This design comes from an exercise in tuning for small area on the open sky130 flow, not from production work. RTL that was checked went through simulation tests only; none was proved equivalent to the original. Power and IR drop assume default switching activity.

==> v37 <==
// jr_core
module jr_core (
    input  wire        clk,
    input  wire        rst,
    input  wire [7:0]  cmd,
    input  wire        cmd_valid,
    output wire        cmd_ready,
    input  wire [7:0]  opd_x,
    input  wire [7:0]  opd_y,
    input  wire [15:0] opd_d,
    input  wire [15:0] opd_ax,
    input  wire [15:0] opd_ay,
    input  wire [15:0] opd_az,
    output wire [63:0] res,
    output reg         res_valid,
    input  wire        echo,
    output wire        trig,
    input  wire        tick0,
    input  wire        tick1,
    output reg  [7:0]  tx_data,
    output reg         tx_valid,
    input  wire        tx_ready,
    input  wire        rx_avail,
    input  wire [7:0]  rx_data,
    output wire        rx_take,
    input  wire        confirm,
    output wire [1:0]  act_dir_L,
    output wire [1:0]  act_dir_R,
    output wire [7:0]  act_duty_L,
    output wire [7:0]  act_duty_R,
    output reg  [1:0]  disp
);
    localparam [22:0] K = 23'd4563403;
    reg [61:0] s0, s1;           
    reg        p0, p1;           
    reg        run0, run1;
    reg        echo_lvl;
    reg        dir, obs, hs, rfsm;
    reg        nL, fL, nR, fR;   
    reg [5:0]  duL, duR;         
    reg        rng;              
    reg [4:0]  rc;               
    reg        sat;              
    reg        r0, r1, sb, sf, rg;   
    assign cmd_ready = !tx_valid && !rng && !res_valid;
    wire       acc = cmd_valid && cmd_ready;
    wire [3:0] op  = cmd[7:4];
    wire       ci  = cmd[0];
    wire o_start = acc && op == 4'h1;
    wire o_stop  = acc && op == 4'h2;
    wire o_reset = acc && op == 4'h3;
    wire o_read  = acc && op == 4'h4;
    wire o_range = acc && op == 4'h5;
    wire o_enc   = acc && op == 4'h6;
    wire o_send  = acc && op == 4'h7;
    wire o_fault = acc && op == 4'h8;
    wire o_coll  = acc && op == 4'h9;
  ...
Settings: LEC_CHECK=0, CAP_MARGIN=20, CORE_MARGIN=2, CORE_UTILIZATION=40, SLEW_MARGIN=20; clock period 40.0 ns.
run.sh (not shown) runs the stock make flow with config.mk's settings and CLKGATE_MAP_FILE= SYNTH_SCRIPT=/design/flow/synth_recipe.tcl, a recipe that flattens the netlist after the stock synthesis.
==> inputs of v30, as changes to v37 <==
--- a/flow/design.v
+++ b/flow/design.v
@@ -601,17 +601,26 @@
     wire done = rng && rc == 5'd31;
     wire mv   = res_valid && rg;
     assign trig = rng && rc >= 5'd2 && rc <= 5'd11;
     wire echo_rise = echo && !echo_lvl;
     wire echo_fall = !echo && echo_lvl;
     wire [61:0] ldv = {opd_d[5:0], opd_az, opd_ay, opd_ax, opd_x};
-    wire [44:0] lo_inc = {1'b0, s0[43:0]} + {44'd0, p0};
-    wire        hi_cin = (step || mv) ? p0 : lo_inc[44];
-    wire [17:0] hi_inc = s0[61:44] + {17'd0, hi_cin};
+    wire [44:0] c0l;
+    assign c0l[0]    = p0;
+    assign c0l[44:1] = c0l[43:0] & s0[43:0];
+    wire [43:0] lo_inc = s0[43:0] ^ c0l[43:0];
+    wire        hi_cin = (step || mv) ? p0 : c0l[44];
+    wire [18:0] c0h;
+    assign c0h[0]    = hi_cin;
+    assign c0h[18:1] = c0h[17:0] & s0[61:44];
+    wire [17:0] hi_inc = s0[61:44] ^ c0h[17:0];
+    wire [61:0] c1;
+    assign c1[0]    = p1;
+    assign c1[61:1] = c1[60:0] & s1[60:0];
+    wire [61:0] s1_inc = s1 ^ c1;
     wire [24:0] msum   = {1'b0, s0[43:20]} + (s0[0] ? {2'b00, K} : 25'd0);
-    wire [61:0] s1_inc = s1 + {61'd0, p1};
     always @(posedge clk) begin
         if (rst) begin
             echo_lvl <= 1'b0;
             run0 <= 1'b0; p0 <= 1'b0; s0 <= 62'd0;
             run1 <= 1'b0; p1 <= 1'b0; s1 <= 62'd0;
         end else begin
==> flow/flow/run.sh (new file) <==
#!/bin/bash
# Own layout flow: the standard ORFS flow (standard.sh) with three changes.
#  1. Synthesis is ORFS's synthesis run by synth_recipe.tcl, except that adders
#     are left to ABC as plain logic (no Kogge-Stone carry map, no full/half
#     adder extraction) and ABC maps for area (flow/abc_area.script). Registers
#     are mapped before ABC runs, so their names and cells are the standard ones.
#  2. Port buffers are sky130_fd_sc_hd__buf_1 (every port still gets one).
#  3. Optional CTS arguments from flow/cts_args.txt.
# Each tool's output goes to a log file in this folder (and ORFS's own logs
# under orfs/logs).
set -euo pipefail
W=$(pwd)
{
  cat "$W/flow/synth_procs.tcl"
  tail -n +2 "$W/synth_recipe.tcl"
} > "$W/own_synth.tcl"
sed "s#SYNTH_SCRIPT=[^ ]*synth_recipe.tcl#SYNTH_SCRIPT=$W/own_synth.tcl#" "$W/standard.sh" > "$W/own_standard.sh"
grep -q "SYNTH_SCRIPT=$W/own_synth.tcl" "$W/own_standard.sh"
export OWN_ABC_SCRIPT="$W/flow/abc_area.script"
export BUFFER_PORTS_ARGS="-buffer_cell sky130_fd_sc_hd__buf_1"
if [[ -f "$W/flow/cts_args.txt" ]]; then
  export CTS_ARGS="$(cat "$W/flow/cts_args.txt")"
fi
bash "$W/own_standard.sh" > "$W/make_finish.log" 2>&1
test -f "$W/out/final.def"
==> flow/flow/abc_area.script (new file) <==
strash
&get -n
&dch -f
&nf -a
&put
topo
==> flow/flow/synth_procs.tcl (new file) <==
# Wrappers around three Yosys commands of ORFS's synth.tcl (sourced next).
proc synth {args} {
  # keep Yosys's ripple adders: drop ORFS's Kogge-Stone carry map
  set a {}
  set skip 0
  foreach x $args {
    if {$skip} { set skip 0; continue }
    if {$x eq "-extra-map"} { set skip 1; continue }
    lappend a $x
  }
  yosys synth -nofsm -noshare {*}$a
}
proc extract_fa {args} {}
proc abc {args} {
  set i [lsearch -exact $args -script]
  if {$i >= 0} { set args [lreplace $args $i [expr {$i + 1}] -script $::env(OWN_ABC_SCRIPT)] }
  yosys abc {*}$args
}
==> flow/standard.sh (new file) <==
#!/bin/bash
# synth_recipe.tcl (not shown) runs the flow's synth.tcl, then flattens the netlist and writes it again
# the make line also repeats each setting of config.mk as NAME=value (left out here)
make -C /OpenROAD-flow-scripts/flow DESIGN_CONFIG=/design/flow/config.mk WORK_HOME=/design/flow/orfs CLKGATE_MAP_FILE= SYNTH_SCRIPT=/design/flow/synth_recipe.tcl "${@:-finish}"
removed: flow/run.sh
==> comparison <==
- In v37 the setup slack is lower than in v30, by 380 ps.
- Of v30 and v37, v37 has the higher via count (gap about 16%, measured against v37).
- In v37 the routed wire length is higher than in v30, by 32%.
- In v30 the total power is lower than in v37, by 4.8%.
Function not checked in v30: the RTL went through the layout flow alone.

-- what the ideal ports hide --
How much do the figures lean on ideal ports? The routed layouts below were timed once more, with nothing changed but the port constraints. Step 1 (the two cells are an assumption about what drives the block):
set clk [get_ports {clk}]
set_driving_cell -lib_cell sky130_fd_sc_hd__clkbuf_16 $clk
set_driving_cell -lib_cell sky130_fd_sc_hd__buf_2 [delete_from_list [all_inputs] $clk]
Step 2 moves the port delays by t, midway between the first and last clock arrival at a register: inputs arrive t later, outputs are due t later. That takes back most of the time a late clock gives input paths. Three values: ideal, step 1, step 2; two values: the first two.
run | shift t [ns] | slack for setup (ns) | worst setup path at the end | clock arrival spread, ns | worst register clock-pin slew, ns
v37 | 0.489 | 22.062 / 22.027 / 22.027 | input to output | 0.018 / 0.018 | 0.08 / 0.08
v30 | 0.481 | 22.443 / 22.422 / 22.422 | input to output | 0.012 / 0.012 | 0.07 / 0.07
After both steps every run listed still meets setup and hold. For v37, which loses most, drivers alone change the setup slack by -0.035 ns; drivers and shift together by -0.035 ns.
